This design comes from an exercise in tuning for small area, a short achievable clock period and few clock cycles per item on the open sky130 flow, not from production work.
In this exercise RTL edits were held to simulation tests only and were not proved equivalent to the original.
No activity file was given, so power comes from the tool's default toggle rates.

--- flow/standard.sh ---
#!/bin/bash
# synth_recipe.tcl (not shown) runs the flow's synth.tcl, then flattens the netlist and writes it again
# the make line also repeats each setting of config.mk as NAME=value (left out here)
make -C /OpenROAD-flow-scripts/flow DESIGN_CONFIG=/design/flow/config.mk WORK_HOME=/design/flow/orfs CLKGATE_MAP_FILE= SYNTH_SCRIPT=/design/flow/synth_recipe.tcl "${@:-finish}"
--- flow/config.mk ---
export PLATFORM = sky130hd
export DESIGN_NAME = hacodec
export DESIGN_NICKNAME = hacodec
export VERILOG_FILES = /design/flow/design.v
export SDC_FILE = /design/flow/constraint.sdc
export NUM_CORES = 4
export LEC_CHECK = 0
export ABC_CLOCK_PERIOD_IN_PS = 4000
export CAP_MARGIN = 20
export CORE_MARGIN = 2
export CORE_UTILIZATION = 40
export SETUP_SLACK_MARGIN = 5
export SLEW_MARGIN = 20
--- flow/design.v ---
module hacodec (
    input  wire       clk,
    input  wire       rst,
    input  wire       in_valid,
    output wire       in_ready,
    input  wire [7:0] in_data,
    input  wire       in_last,
    output wire       out_valid,
    input  wire       out_ready,
    output wire [7:0] out_data,
    output wire       out_last
);
    function [7:0] bdec;               
        input [7:0] b;
        bdec = {1'b0, b[7:4], 3'b000} + {3'b000, b[7:4], 1'b0} + {4'd0, b[3:0]};
    endfunction
    function bok;
        input [7:0] b;
        bok = (b[7:4] <= 4'd9) && (b[3:0] <= 4'd9);
    endfunction
    function [7:0] benc;               
        input [7:0] v;
        case (v[6:0])
            7'd0 : benc = 8'h00;
            7'd1 : benc = 8'h01;
            7'd2 : benc = 8'h02;
            7'd3 : benc = 8'h03;
            7'd4 : benc = 8'h04;
            7'd5 : benc = 8'h05;
            7'd6 : benc = 8'h06;
            7'd7 : benc = 8'h07;
            7'd8 : benc = 8'h08;
            7'd9 : benc = 8'h09;
            7'd10: benc = 8'h10;
            7'd11: benc = 8'h11;
            7'd12: benc = 8'h12;
            7'd13: benc = 8'h13;
            7'd14: benc = 8'h14;
            7'd15: benc = 8'h15;
            7'd16: benc = 8'h16;
            7'd17: benc = 8'h17;
            7'd18: benc = 8'h18;
            7'd19: benc = 8'h19;
            7'd20: benc = 8'h20;
            7'd21: benc = 8'h21;
            7'd22: benc = 8'h22;
            7'd23: benc = 8'h23;
            7'd24: benc = 8'h24;
            7'd25: benc = 8'h25;
            7'd26: benc = 8'h26;
            7'd27: benc = 8'h27;
            7'd28: benc = 8'h28;
            7'd29: benc = 8'h29;
            7'd30: benc = 8'h30;
            7'd31: benc = 8'h31;
            7'd32: benc = 8'h32;
            7'd33: benc = 8'h33;
            7'd34: benc = 8'h34;
            7'd35: benc = 8'h35;
            7'd36: benc = 8'h36;
            7'd37: benc = 8'h37;
            7'd38: benc = 8'h38;
            7'd39: benc = 8'h39;
            7'd40: benc = 8'h40;
            7'd41: benc = 8'h41;
            7'd42: benc = 8'h42;
            7'd43: benc = 8'h43;
            7'd44: benc = 8'h44;
            7'd45: benc = 8'h45;
            7'd46: benc = 8'h46;
            7'd47: benc = 8'h47;
            7'd48: benc = 8'h48;
            7'd49: benc = 8'h49;
            7'd50: benc = 8'h50;
            7'd51: benc = 8'h51;
            7'd52: benc = 8'h52;
            7'd53: benc = 8'h53;
            7'd54: benc = 8'h54;
            7'd55: benc = 8'h55;
            7'd56: benc = 8'h56;
            7'd57: benc = 8'h57;
            7'd58: benc = 8'h58;
            7'd59: benc = 8'h59;
            7'd60: benc = 8'h60;
            7'd61: benc = 8'h61;
            7'd62: benc = 8'h62;
            7'd63: benc = 8'h63;
            7'd64: benc = 8'h64;
            7'd65: benc = 8'h65;
            7'd66: benc = 8'h66;
            7'd67: benc = 8'h67;
            7'd68: benc = 8'h68;
            7'd69: benc = 8'h69;
            7'd70: benc = 8'h70;
            7'd71: benc = 8'h71;
            7'd72: benc = 8'h72;
            7'd73: benc = 8'h73;
            7'd74: benc = 8'h74;
            7'd75: benc = 8'h75;
            7'd76: benc = 8'h76;
            7'd77: benc = 8'h77;
            7'd78: benc = 8'h78;
            7'd79: benc = 8'h79;
            7'd80: benc = 8'h80;
            7'd81: benc = 8'h81;
            7'd82: benc = 8'h82;
            7'd83: benc = 8'h83;
            7'd84: benc = 8'h84;
            7'd85: benc = 8'h85;
            7'd86: benc = 8'h86;
            7'd87: benc = 8'h87;
            7'd88: benc = 8'h88;
            7'd89: benc = 8'h89;
            7'd90: benc = 8'h90;
            7'd91: benc = 8'h91;
            7'd92: benc = 8'h92;
            7'd93: benc = 8'h93;
            7'd94: benc = 8'h94;
            7'd95: benc = 8'h95;
            7'd96: benc = 8'h96;
            7'd97: benc = 8'h97;
            7'd98: benc = 8'h98;
            7'd99: benc = 8'h99;
            default: benc = 8'hxx;
        endcase
    endfunction
    function [15:0] dstep;
        input [7:0] a;                 
        input [7:0] q;
        reg [7:0] a2;
        reg       ge;
        begin
            a2 = {a[6:0], q[7]};
            ge = (a2 >= 8'd100);
            dstep = {ge ? a2 - 8'd100 : a2, q[6:0], ge};
        end
    endfunction
    reg [79:0] Fv;                     
    reg [3:0]  flen;
    reg        fbin;                   
    reg        fatal;
    reg [2:0]  err;
    reg [79:0] Sv;                     
    reg        tx;                     
    reg        rdy;                    
    reg        ov, ol;
    reg [7:0]  od;
    reg [7:0]  X;                      
    reg        sd;                     
    reg [1:0]  hp;                     
    reg [3:0]  wp;                     
    reg [7:0]  rem;                    
    reg [2:0]  oph, opl;               
    reg        opf0;                   
    reg        bad, oe, eq39;
    reg [3:0]  nlen;
    reg        nfb;
    reg        cpend;                  
    reg        wst;                    
    reg [1:0]  hc;                     
    reg        hf;                     
    reg        rok;                    
    reg        hd;                     
    reg        hbg;                    
    reg [2:0]  dc;                     
    wire [7:0] F [0:9];
    wire [7:0] S [0:9];
    genvar g;
    generate for (g = 0; g < 10; g = g + 1) begin : bytes
        assign F[g] = Fv[8*g +: 8];
        assign S[g] = Sv[8*g +: 8];
    end endgenerate
    assign in_ready  = rdy;
    assign out_valid = ov;
    assign out_data  = od;
    assign out_last  = ol;
    wire g0 = (oph == 3'd0);           
    wire g1 = (oph == 3'd1);           
    wire g2 = (oph == 3'd2);           
    wire g3 = (oph == 3'd3);           
    wire g4 = (oph == 3'd4);           
    wire o_bcddec = g0 & ~opl[0];
    wire o_bcdenc = g0 &  opl[0];
    wire o_adrenc = g1 & ~opl[0];
    wire o_adrdec = g1 &  opl[0];
    wire o_cmdenc = g2 & ~opl[0];
    wire o_cmddec = g2 &  opl[0];
    wire o_fbuild = g3 & (opl == 3'd0);
    wire o_fload  = g3 & (opl == 3'd1);
    wire o_enc    = g4 & ~opl[2] & ~opl[0];    
    wire o_dec2   = g4 & ~opl[2] &  opl[0];    
    wire o_put    = g4 &  opl[2] & ~opl[0];    
    wire o_get    = g4 &  opl[2] &  opl[0];    
    wire o_ts     = ~opl[1];                   
    wire o_enc16  = g4 & ~opl[0];
    reg i_known;
    always @(*) begin
        case (in_data)
            8'h00, 8'h01, 8'h10, 8'h11, 8'h20, 8'h21, 8'h30, 8'h31, 8'h32, 8'h33,
            8'h34, 8'h40, 8'h41, 8'h42, 8'h43, 8'h44, 8'h45, 8'h46, 8'h47, 8'hF0:
                i_known = 1'b1;
            default: i_known = 1'b0;
        endcase
    end
    wire [2:0] ih = in_data[6:4];
    wire [2:0] il = in_data[2:0];
    wire i_f0     = (in_data == 8'hF0);
    wire i_fparse = (ih == 3'd3) & (il == 3'd2);
    wire i_fread  = (ih == 3'd3) & (il == 3'd3);
    wire i_fclr   = (ih == 3'd3) & il[2];
    wire i_get    = (ih == 3'd4) & il[2] & il[0];
    wire i_tsget  = i_get & ~il[1];
    wire i_v16get = i_get &  il[1];
    wire i_len1   = (ih == 3'd3) & (il[2] | il[1]) | i_get | (ih == 3'd7);
    wire i_enc    = (ih == 3'd4) & ~il[2] & ~il[0];
    reg [7:0] i_rem;                   
    always @(*) begin
        case (ih)
            3'd0:             i_rem = 8'd1;
            3'd1:             i_rem = il[0] ? 8'd1 : 8'd2;
            3'd2:             i_rem = il[0] ? 8'd1 : 8'd3;
            3'd3:             i_rem = il[2] | il[1] ? 8'd0 : il[0] ? 8'd1 : 8'd2;
            3'd4:             i_rem = il[2] ? (il[0] ? 8'd0 : il[1] ? 8'd3 : 8'd7)
                                            : (il[1] ? 8'd2 : 8'd6);
            default:          i_rem = 8'd0;
        endcase
    end
    wire ok12 = bok(F[1]) & bok(F[2]);
    wire okF2 = fbin | ok12;
    wire okF6 = fbin | (ok12 & bok(F[3]) & bok(F[4]) & bok(F[5]) & bok(F[6]));
    wire first  = (hp == 2'd0);
    wire hdr    = (o_fload & hp == 2'd1) | (o_fbuild & hp == 2'd2);
    wire s_nok = o_bcddec | o_dec2;
    wire s_99  = o_bcdenc | (o_enc16 & wp[3:2] != 2'd0) | (o_enc16 & wp == 4'd3);
    wire s_39  = o_enc16 & (wp == 4'd1);
    wire s_15  = o_adrenc | (o_enc16 & (wp == 4'd2) & eq39);
    wire s_63  = o_cmdenc & (wp == 4'd2);
    wire s_9   = o_fbuild & (hp == 2'd2);
    wire s_fl  = o_fload & (hp == 2'd1);
    wire s_1   = o_cmdenc & ~wp[1];
    wire chk_oe = (s_nok & ~bok(in_data)) | (s_99 & (in_data > 8'd99)) |
                  (s_39 & (in_data > 8'd39)) | (s_15 & (in_data > 8'd15)) |
                  (s_63 & (in_data > 8'd63)) | (s_9 & (in_data > 8'd9)) |
                  (s_fl & ((in_data == 8'd0) | (in_data > 8'd10)));
    wire chk_bad = s_1 & (in_data > 8'd1);
    reg [2:0] code;                    
    always @(*) begin
        case (oph)
            3'd0:    code = opl[0] ? 3'd5 : 3'd3;
            3'd3:    code = opl[0] ? 3'd4 : 3'd2;
            3'd4:    code = (opl[0] & ~opl[2]) ? 3'd3 : 3'd5;
            default: code = 3'd1;
        endcase
    end
    wire       k7    = fatal & ~opf0;
    wire       badr  = bad | (~hdr & (rem != 8'd1));
    wire       n_bad = badr | chk_bad | (hdr & (in_data != 8'd0));
    wire       n_oe  = oe | chk_oe;
    wire [2:0] st_n  = k7 ? 3'd7 : n_bad ? 3'd6 : n_oe ? code : 3'd0;
    reg [2:0] st_1;
    always @(*) begin
        if (fatal & ~i_f0)                  st_1 = 3'd7;
        else if (~i_known | ~i_len1)        st_1 = 3'd6;
        else if (i_fparse)                  st_1 = (flen == 4'd0) ? 3'd4 : 3'd0;
        else if (i_tsget)                   st_1 = (flen < 4'd7) ? 3'd4 : okF6 ? 3'd0 : 3'd3;
        else if (i_v16get)                  st_1 = (flen < 4'd3) ? 3'd4 : okF2 ? 3'd0 : 3'd3;
        else                                st_1 = 3'd0;
    end
    wire [2:0] status = first ? st_1 : st_n;
    wire       res_ok = ~status[2] & (status[1] == status[0]);    
    reg [3:0] rl_n, rl_1;
    always @(*) begin
        case (oph)
            3'd0:    rl_n = 4'd1;
            3'd1:    rl_n = opl[0] ? 4'd2 : 4'd1;
            3'd2:    rl_n = opl[0] ? 4'd3 : 4'd1;
            3'd4:    rl_n = o_put ? 4'd0 : opl[1] ? 4'd2 : 4'd6;
            default: rl_n = 4'd0;
        endcase
        rl_1 = 4'd0;
        if (i_fparse | i_fread) rl_1 = flen + 4'd1;
        if (i_tsget)            rl_1 = 4'd6;
        if (i_v16get | (ih == 3'd7)) rl_1 = 4'd2;
    end
    wire [3:0] rl = first ? rl_1 : rl_n;
    wire [3:0] bp0 = first ? ((ih == 3'd3) ? 4'd0 : i_get ? 4'd2 : 4'd1)
                           : (o_enc ? 4'd2 : 4'd1);
    wire       i_frb = fbin & (i_fparse | i_fread);
    wire        hg   = ~tx & first & in_valid & (ih == 3'd4) & il[2] & il[0] & ~fbin & ~rok;
    wire        h0   = hd | hg | hbg;
    wire [7:0]  ha   = hd ? S[0] : F[1];
    wire [7:0]  hb   = hf ? F[2] : S[1];
    wire [15:0] hx   = {S[8], S[9]};
    wire [15:0] hn   = {hx[12:0], 3'd0} + {hx[14:0], 1'b0} +
                       {12'd0, (hc == 2'd2) ? hb[7:4] : hb[3:0]};
    wire [15:0] rv   = (o_get & fbin) ? {F[1], F[2]} : hx;
    wire        rhi  = opl[2] ? (wp == 4'd2) : (wp == 4'd1);
    wire [7:0]  rb   = rhi ? rv[15:8] : rv[7:0];
    wire       xsf = (g3 & ~(fbin & (wp == 4'd1 | wp == 4'd2))) | o_get;
    reg  [7:0] xs;
    always @(*) begin
        case (wp)
            4'd1:    xs = S[0];
            4'd3:    xs = S[3];
            4'd4:    xs = S[4];
            4'd5:    xs = S[5];
            4'd6:    xs = S[6];
            default: xs = S[2];
        endcase
    end
    wire [7:0] xn  = xsf ? F[wp] : xs;
    wire [7:0] Y  = sd ? S[0] : X;
    wire [7:0] dX = bdec(Y);
    wire [7:0] eX = benc(Y);
    reg [7:0] nb;                      
    always @(*) begin
        case (oph)
            3'd0: nb = opl[0] ? eX : dX;
            3'd1: nb = ~opl[0] ? {S[0][3:0], S[1][3:0]} :
                       (wp == 4'd1) ? {4'd0, S[0][7:4]} : {4'd0, S[0][3:0]};
            3'd2: nb = ~opl[0] ? {S[0][0], S[1][0], S[2][5:0]} :
                       (wp == 4'd1) ? {7'd0, S[0][7]} : (wp == 4'd2) ? {7'd0, S[0][6]} :
                       {2'd0, S[0][5:0]};
            3'd3: nb = opl[0] ? ((wp == 4'd0) ? {4'd0, flen} : (fbin & wp != 4'd1) ? eX : X)
                              : ((wp == 4'd0) ? F[0] : (wp == 4'd1) ? {4'd0, flen - 4'd1} :
                                 fbin ? eX : X);
            3'd4: nb = ~opl[0] ? eX :
                       opl[2] ? ((wp < 4'd4) ? rb : fbin ? X : dX)
                              : ((wp < 4'd3) ? rb : dX);
            default: nb = (wp == 4'd1) ? {fatal, 4'd0, err} : 8'h0A;
        endcase
    end
    wire [15:0] d1 = dstep(S[2], S[0]);
    wire [15:0] d2 = dstep(d1[15:8], d1[7:0]);
    wire acc  = in_valid & ~tx;
    wire last = acc & in_last;
    wire dgo  = acc & (first ? i_frb : o_enc & (wp == 4'd2));
    wire dact = (dc != 3'd0);
    wire [2:0] dc_n = dgo ? 3'd4 : first & acc ? 3'd0 : dact ? dc - 3'd1 : 3'd0;
    wire [1:0] hc_n = h0 ? 2'd2 : (hc != 2'd0) ? hc - 2'd1 : 2'd0;
    wire hwait = first ? hg : o_dec2 & (hc_n != 2'd0);
    wire [3:0] wi = (o_enc & wp == 4'd1) ? 4'd2 : (o_enc & wp == 4'd2) ? 4'd0 : wp;
    integer k;
    always @(posedge clk) begin
        for (k = 0; k < 10; k = k + 1)
            if (~tx & ~first & ~hdr & (wi == k))
                Sv[8*k +: 8] <= in_data;
        if (dact)
            {Sv[23:16], Sv[7:0]} <= d2;
        if (~tx & first)
            {Sv[23:16], Sv[7:0]} <= {F[1], F[2]};
        if (h0)
            {Sv[71:64], Sv[79:72]} <= {8'd0, bdec(ha)};
        else if (hc != 2'd0)
            {Sv[71:64], Sv[79:72]} <= hn;
        if (rst) begin
            tx    <= 1'b0;
            rdy   <= 1'b1;
            ov    <= 1'b0;
            hp    <= 2'd0;
            dc    <= 3'd0;
            hc    <= 2'd0;
            hd    <= 1'b0;
            hbg   <= 1'b0;
            rok   <= 1'b0;
            cpend <= 1'b0;
            wst   <= 1'b0;
            flen  <= 4'd0;
            fbin  <= 1'b0;
            fatal <= 1'b0;
            err   <= 3'd0;
        end else begin
            dc <= dc_n;
            hc <= hc_n;
            hbg <= tx & ~o_dec2 & ~o_get & ~cpend & ~rok & ~fbin & (hc_n == 2'd0) &
                   ~(hf & (hc == 2'd1));
            if (acc) hd <= ~first & o_dec2 & (wp == 4'd0) & ~in_last;
            if (h0) hf <= ~hd;
            if ((cpend & (od[2:0] == 3'd0)) | h0 |
                (~tx & ~first & ~hdr & (wi[3:1] == 3'd4)))
                rok <= 1'b0;
            else if (hf & (hc == 2'd1))
                rok <= 1'b1;
            wst   <= 1'b0;
            cpend <= 1'b0;
            if (wst) begin
                if (od[2:0] != 3'd7) err <= od[2:0];
                if (od[2:0] == 3'd1) fatal <= 1'b1;
            end
            if (cpend & (od[2:0] == 3'd0)) begin
                Fv   <= Sv;
                flen <= nlen;
                fbin <= nfb;
            end
            if (~tx) begin
                od <= {5'd0, status};
                ol <= ~res_ok | (rl == 4'd0);
            end
            if (acc) begin
                eq39 <= (in_data == 8'd39);
                if (first) begin
                    oph  <= ih;
                    opl  <= il;
                    opf0 <= i_f0;
                    hp   <= 2'd1;
                    wp   <= {3'd0, i_enc};
                    bad  <= ~i_known;
                    oe   <= 1'b0;
                    rem  <= i_rem;
                end else begin
                    if (hp != 2'd3) hp <= hp + 2'd1;
                    if (~hdr & (wp != 4'd15)) wp <= wp + 4'd1;
                    bad <= bad | chk_bad | (rem == 8'd0);
                    oe  <= n_oe;
                    rem <= hdr ? in_data : rem - 8'd1;
                    if (s_fl) nlen <= in_data[3:0];
                    if (s_9)  nlen <= in_data[3:0] + 4'd1;
                end
            end
            if (last) begin
                tx  <= 1'b1;
                rdy <= 1'b0;
                ov  <= first ? ~(i_frb | hg)
                             : ~(o_enc & wp == 4'd2) & (dc[2:1] == 2'd0) &
                               ~(o_dec2 & (wp == 4'd1 | hc[1]));
                rem <= {4'd0, rl};
                wp  <= bp0;
                sd  <= 1'b1;
                wst <= first ? ~i_f0 : ~opf0;
                if (first) begin
                    cpend <= i_fclr;
                    nlen  <= 4'd0;
                end else begin
                    cpend <= o_fload | o_fbuild | o_put;
                    nfb   <= o_put;
                    if (o_put) nlen <= o_ts ? 4'd7 : 4'd3;
                end
            end else if (tx) begin
                if (~ov) begin
                    if (g3 ? (dc_n[2:1] == 2'd0) : (dc_n == 3'd0) & (hc_n == 2'd0)) ov <= 1'b1;
                end else if (out_ready) begin
                    if (ol) begin
                        tx <= 1'b0;
                        rdy <= 1'b1;
                        ov <= 1'b0;
                        hp <= 2'd0;
                    end else begin
                        od  <= nb;
                        X   <= xn;
                        sd  <= 1'b0;
                        wp  <= wp + 4'd1;
                        rem <= rem - 8'd1;
                        ol  <= (rem == 8'd1);
                    end
                end
            end
        end
    end
endmodule
--- flow/constraint.sdc ---
create_clock -name core_clock -period 10.0 [get_ports {clk}]
set_input_delay 2.0000 -clock core_clock [delete_from_list [all_inputs] [get_ports {clk}]]
set_output_delay 2.0000 -clock core_clock [all_outputs]
set_load 0.01 [all_outputs]
--- flow/flow/run.sh ---
#!/bin/bash
set -euo pipefail
bash standard.sh SETUP_SLACK_MARGIN=7 MATCH_CELL_FOOTPRINT=0 \
  "BUFFER_PORTS_ARGS=-buffer_cell sky130_fd_sc_hd__buf_4" finish > flow_standard.log 2>&1
==> results of run 1 <==
## where the power goes
part	internal [mW]	switching, mW
logic	0.406	0.580
registers	1.11	0.0994
clock network	0.585	0.414
total	2.10	1.09
## layout make-up
cell class                      instances  area (µm²)
Multi-Input combinational cell       1109        8700
Clock inverter                         14         209
Timing Repair Buffer                  164        1620
Tap cell                              468         586
Fill cell                            3268       17900
Inverter                               54         250
Sequential cell                       230        6600
Clock buffer                           31         669
## cells in the mapped netlist, types with 35 or more instances
cell type	count
sky130_fd_sc_hd__edfxtp_1	198
sky130_fd_sc_hd__nor2_1	119
sky130_fd_sc_hd__nand2_1	109
sky130_fd_sc_hd__a21oi_1	101
sky130_fd_sc_hd__o21ai_0	100
sky130_fd_sc_hd__clkbuf_1	72
sky130_fd_sc_hd__ha_1	66
sky130_fd_sc_hd__nand3_1	50
sky130_fd_sc_hd__inv_1	48
sky130_fd_sc_hd__mux2i_1	44
sky130_fd_sc_hd__nor3_1	39
sky130_fd_sc_hd__a22oi_1	35
## routing by layer
metal	track usage	vias up	part of all wire	wire, µm
li1	-	5994	-	-
met4	0.140	0	0.054	3290
met5	0	-	0	0
met2	0.455	1022	0.42	25600
met3	0.0686	213	0.12	7050
met1	0.429	6809	0.41	24700
## worst max path at each step
stage                     slack [ns]  endpoint        from  cells past startpoint
after floorplan                 5.93    Sv[72]  in_data[5]                      7
after global placement          5.13    Sv[69]  in_data[6]                      8
after detailed placement        5.07    Sv[69]  in_data[2]                      8
after CTS                       6.48    Sv[69]  in_data[5]                      8
after global routing            6.34        ol  in_data[5]                      8
final                           6.38        ol  in_data[5]                      8
## stage by stage
| step | utilization | instance area [µm²] | power (mW) |
|---|---|---|---|
| after floorplan | - | 15300 | 1.74 |
| after global placement | 0.431 | 15800 | 1.99 |
| after detailed placement | 0.432 | 15800 | 2.00 |
| after CTS | 0.495 | 18100 | 3.12 |
| after global routing | 0.510 | 18600 | 3.30 |
| final | 0.510 | 18600 | 3.20 |
## timing repair
| action | CTS | global route |
|---|---|---|
| buffers inserted | 79 | 26 |
| endpoints found under the setup margin | 218 | 155 |
| pin swaps | 66 | 42 |
| gates cloned | 9 | 2 |
| resized for setup | 153 | 75 |
## worst reg2reg max path: stages (launching register included)
cell and delay (ns):
sky130_fd_sc_hd__edfxtp_1 0.89, sky130_fd_sc_hd__mux2_2 0.43, sky130_fd_sc_hd__nand2_2 0.23, sky130_fd_sc_hd__mux4_2 0.63, sky130_fd_sc_hd__a222oi_1 0.36, sky130_fd_sc_hd__o211ai_1 0.16, sky130_fd_sc_hd__a21oi_1 0.30, sky130_fd_sc_hd__o311ai_0 0.17
## cell families (layout without fill, tap and decap cells)
family,Yosys count,after routing,synth area share
fa+ha+maj,73,73,0.0645
buf+inv,150,263,0.0398
flops,230,230,0.444
simple gates,451,455,0.153
mux,71,71,0.0581
compound gates,478,478,0.221
xor+xnor,32,32,0.0189
## sequential cells by signal, indices dropped and copies added, names as in the netlist, 2 cells and up
register  count
od            8
X             8
wp            4
err           3
hc            2
Sv           80
dc            3
hp            2
nlen          4
oph           3
Fv           80
rem           8
flen          4
opl           3
==> impl_metrics.env, run 1 <==
export IMPL_die_area_um2=38600
export IMPL_number_of_buffers_inserted_by_port_buffering=23
export IMPL_dr_pass1_iters=8
export IMPL_synthesis_nets=1570
export IMPL_whs_endpoint="Fv[56]"
export IMPL_setup_viol=0
export IMPL_pleak_nw=6.65
export IMPL_max_slew_margin=0.136
export IMPL_detailedPlacementHpwl_um=39800
export IMPL_synth_largest_area_cell="sky130_fd_sc_hd__edfxtp_1"
export IMPL_vias_in_the_first_global_route=13172
export IMPL_pin_count=24
export IMPL_worst_r2r_path_depth=7
export IMPL_die_height_um=197
export IMPL_gpl_final_weighted_congestion=0.985
export IMPL_num_vias=14038
export IMPL_maxCapViolCount=0
export IMPL_numCtsBuffers=26
export IMPL_power_density_cell_area_nw_per_um2=172
export IMPL_clkSlewWorstSetupHoldPaths_ns=0.06
export IMPL_critical_path_peak_fanout=4
export IMPL_end_kind="flop"
export IMPL_start_kind="input port"
export IMPL_critPathTopFamily="compound AO/OA/AOI/OAI gates"
export IMPL_final_common_cell="sky130_fd_sc_hd__edfxtp_1"
export IMPL_grt_pass1_wl_um=87900
export IMPL_synth_edf_count=198
export IMPL_drt_vias_per_instance=6.78
export IMPL_regToRegSetupSlack_ns=6.54
export IMPL_tritoncts_clock_tree="built"
export IMPL_timing_setup_critical_path_class="in2reg"
export IMPL_drt_total_wl_um=60600
export IMPL_hold_ws_ns=0.417
export IMPL_ys_ff_latch=230
export IMPL_async_reset_ff_frac=0
export IMPL_worst_pin_slew_ns=1.28
export IMPL_dp_cells=1909
export IMPL_critical_path_max_stage_delay_ns=0.42
export IMPL_antenna_cells=0
export IMPL_final_antenna_net_count=0
export IMPL_worst_reg2reg_path_startpoint="opl[2]"
export IMPL_root_buffer="sky130_fd_sc_hd__clkbuf_16"
export IMPL_floorplan_rows=70
export IMPL_average_instance_area_after_synthesis_um2=9.98
export IMPL_globalRouteOverflowTotal=0
export IMPL_cts_htree_levels=1
export IMPL_yosys_warnings=1
export IMPL_mostFrequentLayoutCells="sky130_fd_sc_hd__edfxtp_1 (198), sky130_fd_sc_hd__buf_4 (122), sky130_fd_sc_hd__nor2_1 (106), sky130_fd_sc_hd__nand2_1 (101), sky130_fd_sc_hd__a21oi_1 (86)"
export IMPL_grt_max_degree=40
export IMPL_netlist_top_cells_area="sky130_fd_sc_hd__edfxtp_1 (40%), sky130_fd_sc_hd__ha_1 (5.6%), sky130_fd_sc_hd__dfxtp_1 (4.3%), sky130_fd_sc_hd__a21oi_1 (3.4%), sky130_fd_sc_hd__o21ai_0 (3.4%)"
export IMPL_clk_latency_ns=0.57
export IMPL_setup_tns_final_ns=0
export IMPL_design_core_area_um2=36500
export IMPL_cp_cell_sequence="buf_16 > or3b_4 > a2111oi_2 > a211oi_2 > a211o_1 > a2bb2oi_2 > a21bo_2 > a41oi_2"
export IMPL_initial_antenna_violation_count=0
export IMPL_cts_root_to_sink_buffers=3
export IMPL_hold_violations=0
export IMPL_die_width_um=197
export IMPL_timing_hold_worst_class="reg2reg"
export IMPL_nets=1670
export IMPL_slew_violations=0
export IMPL_final_critical_path_setup_slack_ns=6.38
export IMPL_min_from="Sv[56]"
export IMPL_fmax_mhz=276
export IMPL_crit_reg2reg_capture="od[1]"
export IMPL_cts_hold_buffers=0
export IMPL_worst_path_required_ns=10.28
export IMPL_min_path_cells=0
export IMPL_effective_utilization_at_floorplan=0.406
export IMPL_critPathBufInv=1
export IMPL_outcome="timing/DRC/antenna clean"
export IMPL_dp_worst_setup_slack_ns=5.07
export IMPL_post_route_clock_skew_ns=0.0313
export IMPL_grtUsageTotal=0.307
export IMPL_flow_area_growth_from_synthesis_pct=25.7
export IMPL_synth_cell_types=93
export IMPL_post_synth_top_area_fraction=0.401
export IMPL_cts_sinks=230
export IMPL_min_period_ns=3.62
export IMPL_wire_length_per_cell_after_detailed_routing_um=29.3
export IMPL_final_layout_size_suffix_gt1_frac=0.265
export IMPL_drc_markers=0
export IMPL_arrival_ns=3.90
export IMPL_synth_flop_cell="sky130_fd_sc_hd__edfxtp_1"
export IMPL_final_instance_count_excl_fill=2070
export IMPL_grt_setup_unrepaired="yes"
export IMPL_first_iter_violations=2124
export IMPL_timing_final_crit_share=0.362
export IMPL_netlist_area_um2=14800
export IMPL_critical_path_slowest_cell="sky130_fd_sc_hd__or3b_4"
export IMPL_peakVddDrop_mv=0.143
export IMPL_netlist_instances=1485
export IMPL_synth_seq_area_share=0.444
Testbench counts, summed over its fixed seeds: cycles 248,807, requests 32,000.
==> run 2, diff against run 1 <==
==> flow/flow/run.sh (replaced) <==
#!/bin/bash
set -euo pipefail
bash standard.sh SETUP_SLACK_MARGIN=6 MATCH_CELL_FOOTPRINT=0 \
  "BUFFER_PORTS_ARGS=-buffer_cell sky130_fd_sc_hd__buf_4" finish > flow_standard.log 2>&1
==> run 2 against run 1 <==
Hold slack worse by 0.0036 ns. Maximum frequency is 9.1% lower. Via count is 5.0% lower. Area after synthesis stayed put. Combinational power is about 20% lower. Highest routed layer unchanged. Clock skew is 0.014 ns lower. Wire length is 6.6% lower. Largest cell class unchanged. Core utilization is 5.4 points lower. Critical path depth stayed put.
==> impl_metrics.env, run 2 <==
export IMPL_hold_violations=0
export IMPL_slew_violations=0
export IMPL_critPathTopFamily="compound AO/OA/AOI/OAI gates"
export IMPL_drc_markers=0
export IMPL_worst_path_required_ns=10.30
export IMPL_design_core_area_um2=36500
export IMPL_yosys_warnings=1
export IMPL_post_route_clock_skew_ns=0.0176
export IMPL_peakVddDrop_mv=0.120
export IMPL_number_of_buffers_inserted_by_port_buffering=23
export IMPL_end_kind="flop"
export IMPL_globalRouteOverflowTotal=0
export IMPL_synth_cell_types=93
export IMPL_die_width_um=197
export IMPL_floorplan_rows=70
export IMPL_synth_edf_count=198
export IMPL_die_area_um2=38600
export IMPL_synth_flop_cell="sky130_fd_sc_hd__edfxtp_1"
export IMPL_final_layout_size_suffix_gt1_frac=0.129
export IMPL_setup_viol=0
export IMPL_finalInstanceArea_um2=16600
export IMPL_grt_setup_unrepaired="yes"
export IMPL_tritoncts_clock_tree="built"
export IMPL_min_period_ns=3.99
export IMPL_nets=1571
export IMPL_vias_in_the_first_global_route=12492
export IMPL_post_synth_top_area_fraction=0.401
export IMPL_clk_latency_ns=0.57
export IMPL_outcome="timing/DRC/antenna clean"
export IMPL_gpl_final_weighted_congestion=0.988
export IMPL_timing_setup_critical_path_class="in2reg"
export IMPL_arrival_ns=4.29
export IMPL_final_critical_path_setup_slack_ns=6.01
export IMPL_effective_utilization_at_floorplan=0.406
export IMPL_final_antenna_net_count=0
export IMPL_multi_input_area_um2=7790
export IMPL_start_kind="input port"
export IMPL_pleak_nw=5.91
export IMPL_timing_final_crit_share=0.399
export IMPL_fill_cells=3409
export IMPL_flow_area_growth_from_synthesis_pct=12.3
export IMPL_root_buffer="sky130_fd_sc_hd__clkbuf_16"
export IMPL_numCtsBuffers=27
export IMPL_synth_largest_area_cell="sky130_fd_sc_hd__edfxtp_1"
export IMPL_netlist_top_cells_area="sky130_fd_sc_hd__edfxtp_1 (40%), sky130_fd_sc_hd__ha_1 (5.6%), sky130_fd_sc_hd__dfxtp_1 (4.3%), sky130_fd_sc_hd__a21oi_1 (3.4%), sky130_fd_sc_hd__o21ai_0 (3.4%)"
export IMPL_biggestRegsByFlops="Fv (80), Sv (80)"
export IMPL_netlist_instances=1485
export IMPL_grt_pass1_wl_um=83900
export IMPL_num_vias=13337
export IMPL_mostFrequentLayoutCells="sky130_fd_sc_hd__edfxtp_1 (198), sky130_fd_sc_hd__nor2_1 (118), sky130_fd_sc_hd__nand2_1 (109), sky130_fd_sc_hd__a21oi_1 (100), sky130_fd_sc_hd__o21ai_0 (97)"
export IMPL_hold_ws_ns=0.414
export IMPL_critical_path_peak_fanout=24
export IMPL_cp_cell_sequence="buf_4 > or3b_4 > a2111oi_0 > a211oi_2 > a211o_1 > a2bb2oi_2 > a21bo_2 > a41oi_2"
export IMPL_worst_pin_slew_ns=1.11
export IMPL_grt_max_degree=81
export IMPL_setup_tns_final_ns=0
export IMPL_dr_pass1_iters=6
export IMPL_drt_total_wl_um=56600
export IMPL_post_synth_top_count_cell="sky130_fd_sc_hd__edfxtp_1"
export IMPL_max_slew_margin=0.254
export IMPL_detailedPlacementHpwl_um=39900
export IMPL_power_density_cell_area_nw_per_um2=186
export IMPL_final_common_cell="sky130_fd_sc_hd__edfxtp_1"
export IMPL_cts_htree_levels=1
export IMPL_wire_length_per_cell_after_detailed_routing_um=28.6
export IMPL_critical_path_max_stage_delay_ns=0.58
export IMPL_pin_count=24
export IMPL_critical_path_slowest_cell="sky130_fd_sc_hd__a2111oi_0"
export IMPL_dpl_cell_area_um2=15500
export IMPL_fmax_mhz=251
export IMPL_synth_cells_most_frequent="sky130_fd_sc_hd__edfxtp_1 (198), sky130_fd_sc_hd__nor2_1 (119), sky130_fd_sc_hd__nand2_1 (109)"
export IMPL_grtUsageTotal=0.290
export IMPL_dp_worst_setup_slack_ns=5.26
export IMPL_critPathBufInv=1
export IMPL_first_iter_violations=1832
export IMPL_drt_vias_per_instance=6.75
export IMPL_initial_antenna_violation_count=3
export IMPL_cts_sinks=230
export IMPL_timing_hold_worst_class="reg2reg"
export IMPL_maxCapViolCount=0
export IMPL_netlist_area_um2=14800
export IMPL_clkSlewWorstSetupHoldPaths_ns=0.06
export IMPL_die_height_um=197
export IMPL_synth_seq_area_share=0.444
export IMPL_register_area_um2=6590
export IMPL_synthesis_nets=1570
export IMPL_cts_root_to_sink_buffers=3
export IMPL_cts_hold_buffers=0
export IMPL_ys_ff_latch=230
export IMPL_async_reset_ff_frac=0
export IMPL_average_instance_area_after_synthesis_um2=9.98
-- run 2: cells by family after synthesis --
family	share of synthesized area
adders and majority gates	0.0645
xor gates and xnor gates	0.0189
muxes	0.0581
AOI/OAI and AO/OA	0.221
and+or+nand+nor	0.153
DFF	0.444
buffers and inverters	0.0398
-- run 2: what timing repair did --
| item | 4_1_cts | 5_1_grt |
|---|---|---|
| pin swaps | 0 | 2 |
| endpoints found under the setup margin | 18 | 23 |
| buffers inserted | 3 | 8 |
| resized for setup | 6 | 18 |
-- run 2: path summary, 6_finish.rpt --
path | from | endpoint | slack [ns] | cells past startpoint
worst max-delay path | in_data[6] | ol | 6.01 | 8
worst min-delay path | Sv[62] | Fv[62] | 0.41 | 0
worst max register to register | wp[1] | Sv[46] | 6.03 | 7
worst min register to register | Sv[62] | Fv[62] | 0.41 | 0
-- run 2: area by class of cell --
class | instances | share of cell area
Multi-Input combinational cell | 1105 | 0.468
Inverter | 54 | 0.0126
Antenna cell | 1 | 0.000150
Timing Repair Buffer | 68 | 0.0309
Clock inverter | 16 | 0.0144
Clock buffer | 34 | 0.0428
Tap cell | 468 | 0.0352
Sequential cell | 230 | 0.396
-- run 2: through the flow --
stage / util / power [mW] / cells
2_1_floorplan: - / 1.71 / 1485
3_3_place_gp: 0.424 / 1.98 / 1914
3_5_place_dp: 0.424 / 1.99 / 1914
4_1_cts: 0.452 / 3.06 / 1967
5_1_grt: 0.456 / 3.20 / 1975
6_report: 0.456 / 3.09 / 1976
-- run 2: power breakdown --
group | internal (mW) | total [mW] | switching [mW]
Sequential | 1.11 | 1.23 | 0.113
Combinational | 0.296 | 0.786 | 0.489
Clock | 0.640 | 1.08 | 0.439
Total | 2.05 | 3.09 | 1.04
-- run 2: per-layer routing --
metal  global-route usage  part of all wire  vias up
met5                    0                 0        -
met4                0.108             0.042        0
met3               0.0486              0.11      161
met2                0.448              0.44      889
met1                0.410              0.41     6499
li1                     -                 -     5788
==> run 3, diff against run 2 <==
--- a/flow/design.v
+++ b/flow/design.v
@@ -287,5 +287,5 @@
                            : (o_enc ? 4'd2 : 4'd1);
     wire       i_frb = fbin & (i_fparse | i_fread);
-    wire        hg   = ~tx & first & in_valid & (ih == 3'd4) & il[2] & il[0] & ~fbin & ~rok;
+    wire        hg   = ~tx & first & ~fbin & ~rok;
     wire        h0   = hd | hg | hbg;
     wire [7:0]  ha   = hd ? S[0] : F[1];
@@ -339,5 +339,4 @@
     wire [2:0] dc_n = dgo ? 3'd4 : first & acc ? 3'd0 : dact ? dc - 3'd1 : 3'd0;
     wire [1:0] hc_n = h0 ? 2'd2 : (hc != 2'd0) ? hc - 2'd1 : 2'd0;
-    wire hwait = first ? hg : o_dec2 & (hc_n != 2'd0);
     wire [3:0] wi = (o_enc & wp == 4'd1) ? 4'd2 : (o_enc & wp == 4'd2) ? 4'd0 : wp;
     integer k;
@@ -421,5 +420,5 @@
                 tx  <= 1'b1;
                 rdy <= 1'b0;
-                ov  <= first ? ~(i_frb | hg)
+                ov  <= first ? ~(i_frb | (i_get & ~fbin & ~rok))
                              : ~(o_enc & wp == 4'd2) & (dc[2:1] == 2'd0) &
                                ~(o_dec2 & (wp == 4'd1 | hc[1]));
--- a/flow/config.mk
+++ b/flow/config.mk
@@ -10,4 +10,6 @@
 export CORE_MARGIN = 2
 export CORE_UTILIZATION = 40
+export CTS_CLUSTER_DIAMETER = 120
+export CTS_CLUSTER_SIZE = 25
 export SETUP_SLACK_MARGIN = 5
 export SLEW_MARGIN = 20
==> run 3 against run 2 <==
Still clean on timing, DRC and antenna. Sequential share of layout area rose by 1.4 points. Area after synthesis barely moved. Worst setup slack improved by 0.11 ns. Final cell count fell by 1.1%. Synthesized cell count rose by 0.54%. Largest cell class unchanged.
==> impl_metrics.env, run 3 <==
export IMPL_outcome="timing/DRC/antenna clean"
export IMPL_max_slew_margin=0.252
export IMPL_die_height_um=197
export IMPL_netlist_area_um2=14800
export IMPL_die_width_um=197
export IMPL_biggestRegsByFlops="Fv (80), Sv (80)"
export IMPL_start_kind="flop"
export IMPL_grt_pass1_wl_um=80600
export IMPL_final_antenna_net_count=0
export IMPL_synth_edf_count=198
export IMPL_fmax_mhz=258
export IMPL_num_vias=12907
export IMPL_finalInstanceArea_um2=16100
export IMPL_hold_violations=0
export IMPL_timing_final_crit_share=0.387
export IMPL_flow_area_growth_from_synthesis_pct=8.48
export IMPL_drt_vias_per_instance=6.60
export IMPL_netlist_instances=1493
export IMPL_detailedPlacementHpwl_um=38700
export IMPL_die_area_um2=38600
export IMPL_critical_path_peak_fanout=16
export IMPL_drc_markers=0
export IMPL_maxCapViolCount=0
export IMPL_post_route_clock_skew_ns=0.0254
export IMPL_dr_pass1_iters=8
export IMPL_grt_max_degree=81
export IMPL_timing_setup_critical_path_class="reg2reg"
export IMPL_effective_utilization_at_floorplan=0.406
export IMPL_min_from="Sv[62]"
export IMPL_netlist_top_cells_area="sky130_fd_sc_hd__edfxtp_1 (40%), sky130_fd_sc_hd__ha_1 (5.6%), sky130_fd_sc_hd__dfxtp_1 (4.3%), sky130_fd_sc_hd__a21oi_1 (3.6%), sky130_fd_sc_hd__nor2_1 (3.5%)"
export IMPL_min_path_cells=0
export IMPL_dpl_cell_area_um2=15400
export IMPL_min_period_ns=3.87
export IMPL_nets=1563
export IMPL_cts_htree_levels=1
export IMPL_crit_reg2reg_capture="od[3]"
export IMPL_setup_tns_final_ns=0
export IMPL_worst_r2r_path_depth=10
export IMPL_whs_endpoint="Fv[62]"
export IMPL_numCtsBuffers=14
export IMPL_hold_ws_ns=0.425
export IMPL_peakVddDrop_mv=0.105
export IMPL_worst_path_required_ns=10.25
export IMPL_synth_cells_most_frequent="sky130_fd_sc_hd__edfxtp_1 (198), sky130_fd_sc_hd__nor2_1 (140), sky130_fd_sc_hd__nand2_1 (127)"
export IMPL_timing_hold_worst_class="reg2reg"
export IMPL_setup_viol=0
export IMPL_grt_setup_unrepaired="yes"
export IMPL_ys_ff_latch=230
export IMPL_first_iter_violations=1789
export IMPL_synthesis_nets=1578
export IMPL_tritoncts_clock_tree="built"
export IMPL_floorplan_rows=70
export IMPL_async_reset_ff_frac=0
export IMPL_initial_antenna_violation_count=0
export IMPL_synth_largest_area_cell="sky130_fd_sc_hd__edfxtp_1"
export IMPL_gpl_final_weighted_congestion=0.981
export IMPL_worst_reg2reg_path_startpoint="wp[1]"
export IMPL_root_buffer="sky130_fd_sc_hd__clkbuf_16"
export IMPL_cts_root_to_sink_buffers=3
export IMPL_synth_cell_types=98
export IMPL_power_density_cell_area_nw_per_um2=171
export IMPL_worst_pin_slew_ns=1.12
export IMPL_mostFrequentLayoutCells="sky130_fd_sc_hd__edfxtp_1 (198), sky130_fd_sc_hd__nor2_1 (138), sky130_fd_sc_hd__nand2_1 (126), sky130_fd_sc_hd__a21oi_1 (105), sky130_fd_sc_hd__o21ai_0 (95)"
export IMPL_pin_count=24
export IMPL_wire_length_per_cell_after_detailed_routing_um=27.7
export IMPL_synth_flop_cell="sky130_fd_sc_hd__edfxtp_1"
export IMPL_cts_hold_buffers=0
export IMPL_post_synth_top_count_cell="sky130_fd_sc_hd__edfxtp_1"
export IMPL_pleak_nw=5.70
export IMPL_final_layout_size_suffix_gt1_frac=0.113
export IMPL_cts_sinks=230
export IMPL_end_kind="flop"
export IMPL_average_instance_area_after_synthesis_um2=9.93
export IMPL_arrival_ns=4.13
export IMPL_clk_latency_ns=0.52
export IMPL_post_synth_top_area_fraction=0.401
export IMPL_vias_in_the_first_global_route=12134
export IMPL_yosys_warnings=1
export IMPL_clkSlewWorstSetupHoldPaths_ns=0.10
export IMPL_slew_violations=0
export IMPL_final_common_cell="sky130_fd_sc_hd__edfxtp_1"
export IMPL_drt_total_wl_um=54200
export IMPL_number_of_buffers_inserted_by_port_buffering=23
export IMPL_globalRouteOverflowTotal=0
export IMPL_grtUsageTotal=0.279
export IMPL_regToRegSetupSlack_ns=6.13
export IMPL_design_core_area_um2=36500
export IMPL_synth_seq_area_share=0.444
run 3: report_power, final:
part	switching (mW)	internal, mW	total, mW
Combinational	0.533	0.338	0.872
Clock	0.361	0.285	0.646
Sequential	0.113	1.12	1.23
run 3: logic make-up (layout without fill, tap and decap cells):
group	Yosys count	in the layout	synth area share
other cells	0	1	0
compound gates	477	477	0.216
xor+xnor	35	35	0.0207
simple gates	456	456	0.153
mux	72	72	0.0597
flops	230	230	0.444
buf+inv	150	143	0.0418
fa+ha+maj	73	73	0.0645
run 3: repair_timing:
action | CTS | global route
setup buffers | 5 | 10
gates resized for setup | 7 | 19
pin swaps | 0 | 7
endpoints found under the setup margin | 11 | 7
hold endpoints to repair | 0 | 0
run 3: stage by stage:
step                      setup WS, ns  utilization  std cells  total power, mW
after floorplan                   5.98            -       1493             1.80
after global placement            5.60        0.422       1915             2.06
after detailed placement          5.55        0.422       1915             2.07
after CTS                         6.01        0.436       1944             2.72
after global routing              5.91        0.440       1954             2.87
final                             6.13        0.440       1955             2.75
run 3: worst max path at each step:
stage                  end  slack, ns  depth (start not counted)       start
CTS                  od[7]       6.01                         12       Sv[6]
floorplan               ol       5.98                         11  in_data[1]
finish               od[3]       6.13                         10       wp[1]
global route        Sv[70]       5.91                         13       hc[1]
global placement        ol       5.60                         11  in_data[1]
detailed placement  Sv[71]       5.55                         13       hc[1]
run 3: metal layers:
layer / track usage / part of all wire / vias up
li1: - / - / 5672
met5: 0 / 0 / -
met3: 0.0500 / 0.10 / 128
met1: 0.399 / 0.42 / 6338
met4: 0.0867 / 0.035 / 0
met2: 0.431 / 0.44 / 769
run 3: final cells by class:
cell class	count	area, µm²
Fill cell	3482	20400
Multi-Input combinational cell	1113	7740
Sequential cell	230	6590
Tap cell	468	586
Timing Repair Buffer	69	526
Clock buffer	20	383
Inverter	50	188
Clock inverter	4	63.8
Antenna cell	1	2.50
run 3: worst max-delay path, stage by stage (launching register included):
cell and delay [ns]:
sky130_fd_sc_hd__edfxtp_1 0.53, sky130_fd_sc_hd__inv_1 0.24, sky130_fd_sc_hd__ha_1 0.57, sky130_fd_sc_hd__and2_1 0.65, sky130_fd_sc_hd__buf_4 0.37, sky130_fd_sc_hd__nor2_1 0.12, sky130_fd_sc_hd__a21oi_1 0.19, sky130_fd_sc_hd__o211ai_1 0.13
sky130_fd_sc_hd__a221oi_1 0.33, sky130_fd_sc_hd__o21ai_0 0.13, sky130_fd_sc_hd__or3_1 0.35
Testbench counts of run 3, summed over its fixed seeds: cycles 248,529, requests 32,000.
==> run 4, diff against run 3 <==
--- a/flow/config.mk
+++ b/flow/config.mk
@@ -10,6 +10,6 @@
 export CORE_MARGIN = 2
 export CORE_UTILIZATION = 40
-export CTS_CLUSTER_DIAMETER = 120
-export CTS_CLUSTER_SIZE = 25
+export CTS_CLUSTER_DIAMETER = 100
+export CTS_CLUSTER_SIZE = 20
 export SETUP_SLACK_MARGIN = 5
 export SLEW_MARGIN = 20
==> run 4 against run 3 <==
Still clean. Synthesized cell count did not move. Critical path depth fell by 2. Sequential share of layout area is 0.076 points lower.
==> impl_metrics.env, run 4 <==
export IMPL_post_synth_top_count_cell="sky130_fd_sc_hd__edfxtp_1"
export IMPL_power_density_cell_area_nw_per_um2=172
export IMPL_pin_count=24
export IMPL_clkSlewWorstSetupHoldPaths_ns=0.10
export IMPL_grtUsageTotal=0.279
export IMPL_setup_tns_final_ns=0
export IMPL_synth_seq_area_share=0.444
export IMPL_max_slew_margin=0.258
export IMPL_drc_markers=0
export IMPL_die_height_um=197
export IMPL_synthesis_nets=1578
export IMPL_vias_in_the_first_global_route=12188
export IMPL_worst_path_required_ns=10.26
export IMPL_cts_hold_buffers=0
export IMPL_fmax_mhz=258
export IMPL_effective_utilization_at_floorplan=0.406
export IMPL_fill_cells=3491
export IMPL_outcome="timing/DRC/antenna clean"
export IMPL_dp_cells=1915
export IMPL_number_of_buffers_inserted_by_port_buffering=23
export IMPL_synth_cell_types=98
export IMPL_slew_violations=0
export IMPL_timing_final_crit_share=0.387
export IMPL_biggestRegsByFlops="Fv (80), Sv (80)"
export IMPL_synth_flop_cell="sky130_fd_sc_hd__edfxtp_1"
export IMPL_num_vias=12856
export IMPL_critical_path_peak_fanout=24
export IMPL_dr_pass1_iters=6
export IMPL_nets=1566
export IMPL_hold_violations=0
export IMPL_critPathTopFamily="compound AO/OA/AOI/OAI gates"
export IMPL_grt_max_degree=81
export IMPL_grt_setup_unrepaired="yes"
export IMPL_drt_vias_per_instance=6.56
export IMPL_clk_latency_ns=0.52
export IMPL_cts_sinks=230
export IMPL_worst_pin_slew_ns=1.11
export IMPL_antenna_cells=0
export IMPL_synth_largest_area_cell="sky130_fd_sc_hd__edfxtp_1"
export IMPL_numCtsBuffers=16
export IMPL_mostFrequentLayoutCells="sky130_fd_sc_hd__edfxtp_1 (198), sky130_fd_sc_hd__nor2_1 (138), sky130_fd_sc_hd__nand2_1 (126), sky130_fd_sc_hd__a21oi_1 (105), sky130_fd_sc_hd__o21ai_0 (95)"
export IMPL_design_core_area_um2=36500
export IMPL_critical_path_slowest_cell="sky130_fd_sc_hd__or3b_1"
export IMPL_cts_root_to_sink_buffers=3
export IMPL_flow_area_growth_from_synthesis_pct=8.68
export IMPL_maxCapViolCount=0
export IMPL_post_synth_top_area_fraction=0.401
export IMPL_timing_hold_worst_class="reg2reg"
export IMPL_cp_cell_sequence="buf_4 > or3b_1 > or2_1 > a2111oi_4 > o21ai_1 > a2bb2oi_2 > xor2_1 > a31oi_1"
export IMPL_die_width_um=197
export IMPL_setup_viol=0
export IMPL_drt_total_wl_um=54200
export IMPL_final_instance_count_excl_fill=1959
export IMPL_final_common_cell="sky130_fd_sc_hd__edfxtp_1"
export IMPL_netlist_instances=1493
export IMPL_critical_path_max_stage_delay_ns=0.48
export IMPL_floorplan_rows=70
export IMPL_timing_setup_critical_path_class="in2reg"
export IMPL_end_kind="flop"
export IMPL_yosys_warnings=1
export IMPL_die_area_um2=38600
export IMPL_detailedPlacementHpwl_um=38700
export IMPL_tritoncts_clock_tree="built"
export IMPL_post_route_clock_skew_ns=0.0260
export IMPL_cts_htree_levels=1
export IMPL_ys_ff_latch=230
export IMPL_final_antenna_net_count=0
export IMPL_root_buffer="sky130_fd_sc_hd__clkbuf_16"
export IMPL_netlist_top_cells_area="sky130_fd_sc_hd__edfxtp_1 (40%), sky130_fd_sc_hd__ha_1 (5.6%), sky130_fd_sc_hd__dfxtp_1 (4.3%), sky130_fd_sc_hd__a21oi_1 (3.6%), sky130_fd_sc_hd__nor2_1 (3.5%)"
export IMPL_arrival_ns=4.13
export IMPL_min_period_ns=3.87
export IMPL_average_instance_area_after_synthesis_um2=9.93
export IMPL_pleak_nw=5.71
export IMPL_final_layout_size_suffix_gt1_frac=0.114
export IMPL_start_kind="input port"
export IMPL_globalRouteOverflowTotal=0
export IMPL_synth_cells_most_frequent="sky130_fd_sc_hd__edfxtp_1 (198), sky130_fd_sc_hd__nor2_1 (140), sky130_fd_sc_hd__nand2_1 (127)"
export IMPL_critPathBufInv=1
export IMPL_first_iter_violations=1803
export IMPL_peakVddDrop_mv=0.114
export IMPL_wire_length_per_cell_after_detailed_routing_um=27.7
export IMPL_async_reset_ff_frac=0
export IMPL_synth_edf_count=198
export IMPL_grt_pass1_wl_um=80500
export IMPL_netlist_area_um2=14800
export IMPL_initial_antenna_violation_count=0
export IMPL_gpl_final_weighted_congestion=0.981
[run 4: cell counts after synthesis]
Identical to the previous run, type by type.
[run 4: layer usage]
layer  global-route usage  up-vias  routed length (µm)
li1                     -     5677                   -
met1                0.398     6297               23100
met2                0.432      762               24000
met3               0.0505      120                5350
met4               0.0853        0                1780
met5                    0        -                   0
[run 4: final cells by class]
| cell class | count | area [µm²] | share of cell area |
|---|---|---|---|
| Sequential cell | 230 | 6590 | 0.409 |
| Multi-Input combinational cell | 1113 | 7730 | 0.480 |
| Clock buffer | 23 | 427 | 0.0265 |
| Inverter | 50 | 188 | 0.0116 |
| Timing Repair Buffer | 70 | 533 | 0.0331 |
| Tap cell | 468 | 586 | 0.0363 |
| Clock inverter | 5 | 53.8 | 0.00334 |
[run 4: through the flow]
stage | hold slack (ns) | total power [mW] | worst slack (ns) | cell area (µm²) | util
after floorplan | 0.400 | 1.80 | 5.98 | 14800 | -
after global placement | 0.402 | 2.06 | 5.60 | 15400 | 0.422
after detailed placement | 0.405 | 2.07 | 5.55 | 15400 | 0.422
after CTS | 0.416 | 2.74 | 6.02 | 15900 | 0.437
after global routing | 0.425 | 2.88 | 5.88 | 16100 | 0.441
final | 0.412 | 2.77 | 6.13 | 16100 | 0.441
[run 4: cells by family after synthesis]
logic type | count (synthesis) | share of synthesized area
and+or+nand+nor | 456 | 0.153
muxes | 72 | 0.0597
DFF | 230 | 0.444
buffers and inverters | 150 | 0.0418
xor gates and xnor gates | 35 | 0.0207
AOI/OAI and AO/OA | 477 | 0.216
adders and majority gates | 73 | 0.0645
[run 4: worst register-to-register path: stages, from the launching register on]
cell	delay, ns
sky130_fd_sc_hd__dfxtp_4	0.40
sky130_fd_sc_hd__inv_1	0.10
sky130_fd_sc_hd__nor2_4	0.19
sky130_fd_sc_hd__mux4_2	0.58
sky130_fd_sc_hd__fa_1	0.51
sky130_fd_sc_hd__fa_1	0.47
sky130_fd_sc_hd__a21o_1	0.17
sky130_fd_sc_hd__a21o_1	0.20
sky130_fd_sc_hd__a21oi_2	0.18
sky130_fd_sc_hd__o21ai_1	0.17
sky130_fd_sc_hd__a211oi_2	0.24
sky130_fd_sc_hd__nor2_1	0.09
sky130_fd_sc_hd__mux2i_1	0.12
sky130_fd_sc_hd__a2111oi_1	0.33
[run 4: final timing paths]
path / cells after the start / to / from / slack (ns)
worst max register to register: 13 / Sv[70] / hc[1] / 6.13
worst min-delay path: 0 / Fv[59] / Sv[59] / 0.41
worst max-delay path: 8 / ol / in_data[6] / 6.13
worst min register to register: 0 / Fv[59] / Sv[59] / 0.41
[run 4: power breakdown]
part,switching [mW],internal (mW)
combinational,0.533,0.339
clock,0.358,0.309
sequential,0.112,1.12
[run 4: what timing repair did]
action / CTS / global route
setup endpoints to repair: 11 / 8
gates cloned: 0 / 0
buffers inserted: 5 / 11
pin swaps: 0 / 6
gates resized for setup: 7 / 18
==> run 5, diff against run 4 <==
==> flow/flow/run.sh (replaced) <==
#!/bin/bash
set -euo pipefail
bash standard.sh SETUP_SLACK_MARGIN=6.5 MATCH_CELL_FOOTPRINT=0 \
  "BUFFER_PORTS_ARGS=-buffer_cell sky130_fd_sc_hd__buf_4" finish > flow_standard.log 2>&1
==> run 5 against run 4 <==
Still clean on timing, DRC and antenna. Clock power fell by 5.1%. Hold slack better by 0.0091 ns. Sequential power hardly changed. First-iteration DRC count is 3.2% lower. Non-clock buffer count grew 72. Final cell count rose by 3.7%. Maximum frequency grew 4.8%. Design area grew 7.5%. Total power increased by 7.0%. Critical path type unchanged. Largest cell class unchanged. Largest power group unchanged.
==> impl_metrics.env, run 5 <==
export IMPL_cts_root_to_sink_buffers=3
export IMPL_num_vias=13372
export IMPL_dpl_cell_area_um2=15500
export IMPL_clkSlewWorstSetupHoldPaths_ns=0.09
export IMPL_outcome="timing/DRC/antenna clean"
export IMPL_setup_viol=0
export IMPL_combinational_family_with_the_most_area_after_synthesis="compound AO/OA/AOI/OAI gates"
export IMPL_drt_vias_per_instance=6.58
export IMPL_post_synth_adder_cell_area=0.0645
export IMPL_setup_tns_final_ns=0
export IMPL_first_iter_violations=1745
export IMPL_vias_in_the_first_global_route=12375
export IMPL_max_slew_margin=0.243
export IMPL_grt_pass1_wl_um=83500
export IMPL_post_route_clock_skew_ns=0.0208
export IMPL_netlist_area_um2=14800
export IMPL_clk_latency_ns=0.51
export IMPL_top_metal_layer_carrying_routed_signals="met4"
export IMPL_grt_max_degree=41
export IMPL_mostFrequentLayoutCells="sky130_fd_sc_hd__edfxtp_1 (198), sky130_fd_sc_hd__nor2_1 (127), sky130_fd_sc_hd__nand2_1 (124), sky130_fd_sc_hd__buf_4 (107), sky130_fd_sc_hd__a21oi_1 (101)"
export IMPL_yosys_warnings=1
export IMPL_cts_hold_buffers=0
export IMPL_effective_utilization_at_floorplan=0.406
export IMPL_synth_cells_most_frequent="sky130_fd_sc_hd__edfxtp_1 (198), sky130_fd_sc_hd__nor2_1 (140), sky130_fd_sc_hd__nand2_1 (127)"
export IMPL_synth_largest_area_cell="sky130_fd_sc_hd__edfxtp_1"
export IMPL_finalInstanceArea_um2=17300
export IMPL_async_reset_ff_frac=0
export IMPL_pleak_nw=6.19
export IMPL_pin_count=24
export IMPL_min_path_cells=0
export IMPL_end_kind="flop"
export IMPL_wire_length_per_cell_after_detailed_routing_um=28.3
export IMPL_start_kind="input port"
export IMPL_globalRouteOverflowTotal=0
export IMPL_die_area_um2=38600
export IMPL_detailedPlacementHpwl_um=38700
export IMPL_tritoncts_clock_tree="built"
export IMPL_final_antenna_net_count=0
export IMPL_worst_pin_slew_ns=1.12
export IMPL_biggestRegsByFlops="Fv (80), Sv (80)"
export IMPL_yosys_area_share_xor_xnor=0.0207
export IMPL_synth_seq_area_share=0.444
export IMPL_netlist_instances=1493
export IMPL_worst_path_required_ns=10.23
export IMPL_post_synth_top_area_fraction=0.401
export IMPL_nets=1639
export IMPL_drc_markers=0
export IMPL_design_core_area_um2=36500
export IMPL_timing_setup_critical_path_class="in2reg"
export IMPL_utilization=0.474
export IMPL_post_synth_top_count_cell="sky130_fd_sc_hd__edfxtp_1"
export IMPL_ys_ff_latch=230
export IMPL_final_critical_path_setup_slack_ns=6.31
export IMPL_grt_setup_unrepaired="yes"
export IMPL_synth_edf_count=198
export IMPL_worst_r2r_path_depth=10
export IMPL_root_buffer="sky130_fd_sc_hd__clkbuf_16"
export IMPL_fill_cells=3361
export IMPL_synth_cell_types=98
export IMPL_maxCapViolCount=0
export IMPL_synth_mux_area_frac=0.0597
export IMPL_gpl_final_weighted_congestion=1.01
export IMPL_initial_antenna_violation_count=0
export IMPL_timing_hold_worst_class="reg2reg"
export IMPL_timing_final_crit_share=0.369
export IMPL_fmax_mhz=271
export IMPL_dp_worst_setup_slack_ns=5.52
export IMPL_drt_total_wl_um=57400
export IMPL_die_height_um=197
export IMPL_min_period_ns=3.69
export IMPL_number_of_buffers_inserted_by_port_buffering=23
export IMPL_grtUsageTotal=0.292
export IMPL_met3RoutedLength_um=6040
export IMPL_netlist_top_cells_area="sky130_fd_sc_hd__edfxtp_1 (40%), sky130_fd_sc_hd__ha_1 (5.6%), sky130_fd_sc_hd__dfxtp_1 (4.3%), sky130_fd_sc_hd__a21oi_1 (3.6%), sky130_fd_sc_hd__nor2_1 (3.5%)"
export IMPL_peakVddDrop_mv=0.136
export IMPL_synth_compound_area_share=0.216
export IMPL_cts_sinks=230
export IMPL_die_width_um=197
export IMPL_synthSimpleGateAreaFrac=0.153
export IMPL_cts_htree_levels=1
export IMPL_synthesis_nets=1578
export IMPL_met1_wire_length_um=23700
export IMPL_final_layout_size_suffix_gt1_frac=0.194
export IMPL_flow_area_growth_from_synthesis_pct=16.9
export IMPL_detailroute_wirelength_met2_um=25300
export IMPL_arrival_ns=3.93
export IMPL_synth_flop_cell="sky130_fd_sc_hd__edfxtp_1"
export IMPL_hold_violations=0
export IMPL_power_density_cell_area_nw_per_um2=171
export IMPL_numCtsBuffers=15
export IMPL_slew_violations=0
export IMPL_dr_pass1_iters=6
export IMPL_average_instance_area_after_synthesis_um2=9.93
export IMPL_critical_path_peak_fanout=4
export IMPL_final_common_cell="sky130_fd_sc_hd__edfxtp_1"
export IMPL_floorplan_rows=70
==> run 5: cell counts after synthesis <==
No cell type changed its count.
==> run 5: final cells by class <==
class | instances | area (µm²) | area share
Antenna cell | 1 | 2.50 | 0.000144
Clock buffer | 23 | 405 | 0.0234
Clock inverter | 3 | 22.5 | 0.00130
Inverter | 50 | 231 | 0.0134
Multi-Input combinational cell | 1114 | 8140 | 0.470
Sequential cell | 230 | 6590 | 0.381
Tap cell | 468 | 586 | 0.0338
Timing Repair Buffer | 142 | 1340 | 0.0773
Timing Repair inverter | 1 | 5.00 | 0.000289
==> run 5: final timing paths <==
kind | start | to | slack (ns)
min | Sv[61] | Fv[61] | 0.42
min reg2reg | Sv[61] | Fv[61] | 0.42
max | in_data[5] | bad | 6.31
max reg2reg | wp[0] | ol | 6.45
==> run 5: metal layers <==
metal / vias to the layer above / global-route usage
li1: 5836 / -
met1: 6513 / 0.410
met2: 893 / 0.455
met3: 130 / 0.0525
met4: 0 / 0.0976
met5: - / 0.00511
==> run 5: cells by family after synthesis <==
family	count (synthesis)
AOI/OAI and AO/OA	477
xor gates and xnor gates	35
adders and majority gates	73
buffers and inverters	150
DFF	230
muxes	72
and+or+nand+nor	456
==> run 5: power by group <==
group	leakage, nW	internal (mW)	switching, mW
clock network	0.207	0.287	0.346
logic	3.90	0.479	0.632
registers	2.09	1.12	0.100
==> run 5: worst max-delay path, cell delays in order <==
cell and delay [ns]:
sky130_fd_sc_hd__buf_16 0.12, sky130_fd_sc_hd__nor4_4 0.30, sky130_fd_sc_hd__or4b_4 0.52, sky130_fd_sc_hd__a31oi_4 0.19
sky130_fd_sc_hd__buf_6 0.12, sky130_fd_sc_hd__buf_6 0.08, sky130_fd_sc_hd__buf_6 0.08, sky130_fd_sc_hd__buf_6 0.08
sky130_fd_sc_hd__buf_6 0.08, sky130_fd_sc_hd__buf_6 0.09, sky130_fd_sc_hd__buf_6 0.09, sky130_fd_sc_hd__buf_6 0.08
sky130_fd_sc_hd__a31oi_1 0.08
==> run 5: timing repair <==
action,in CTS,in global routing
endpoints found under the setup margin,152,121
hold endpoints to repair,0,0
gates cloned,4,1
pin swaps,38,46
buffers inserted,62,24
gates resized for setup,81,76
==> run 5: per-stage QoR <==
step / cells / hold WS [ns] / total power, mW
after floorplan: 1493 / 0.400 / 1.82
after global placement: 1914 / 0.402 / 2.08
after detailed placement: 1914 / 0.405 / 2.09
after global routing: 2031 / 0.430 / 3.08
final: 2032 / 0.421 / 2.96
after CTS: 2006 / 0.424 / 2.83

## afterwards: timing with drivers on the ports
In the flow no input, the clock included, has a driving cell. The finished layouts below were timed again as built, in two steps.
Step 1 assumes that a clkbuf_16 drives the clock port and a buf_2 every other input.
Step 2 moves the port delays by t, midway between the first and last clock arrival at a register: inputs arrive t later, outputs are due t later. That takes back most of the time a late clock gives input paths.
a / b / c = no drivers / after step 1 / after step 2; a / b = the first two.
run | t, ns | setup slack, ns | hold WS [ns] | pins driven straight from the clock port
run 1 | 0.604 | 6.378 / 6.250 / 5.646 | 0.417 / 0.417 / 0.417 | 1
run 2 | 0.613 | 6.015 / 6.026 / 5.430 | 0.414 / 0.414 / 0.414 | 1
run 3 | 0.560 | 6.125 / 6.125 / 5.616 | 0.425 / 0.425 / 0.425 | 1
run 4 | 0.561 | 6.130 / 6.130 / 5.597 | 0.412 / 0.412 / 0.412 | 1
run 5 | 0.556 | 6.307 / 6.254 / 5.698 | 0.421 / 0.421 / 0.421 | 1
After both steps every run listed still meets setup and hold. The setup slack of run 1, which loses most, moves by -0.128 ns with the drivers and by -0.732 ns with both steps.
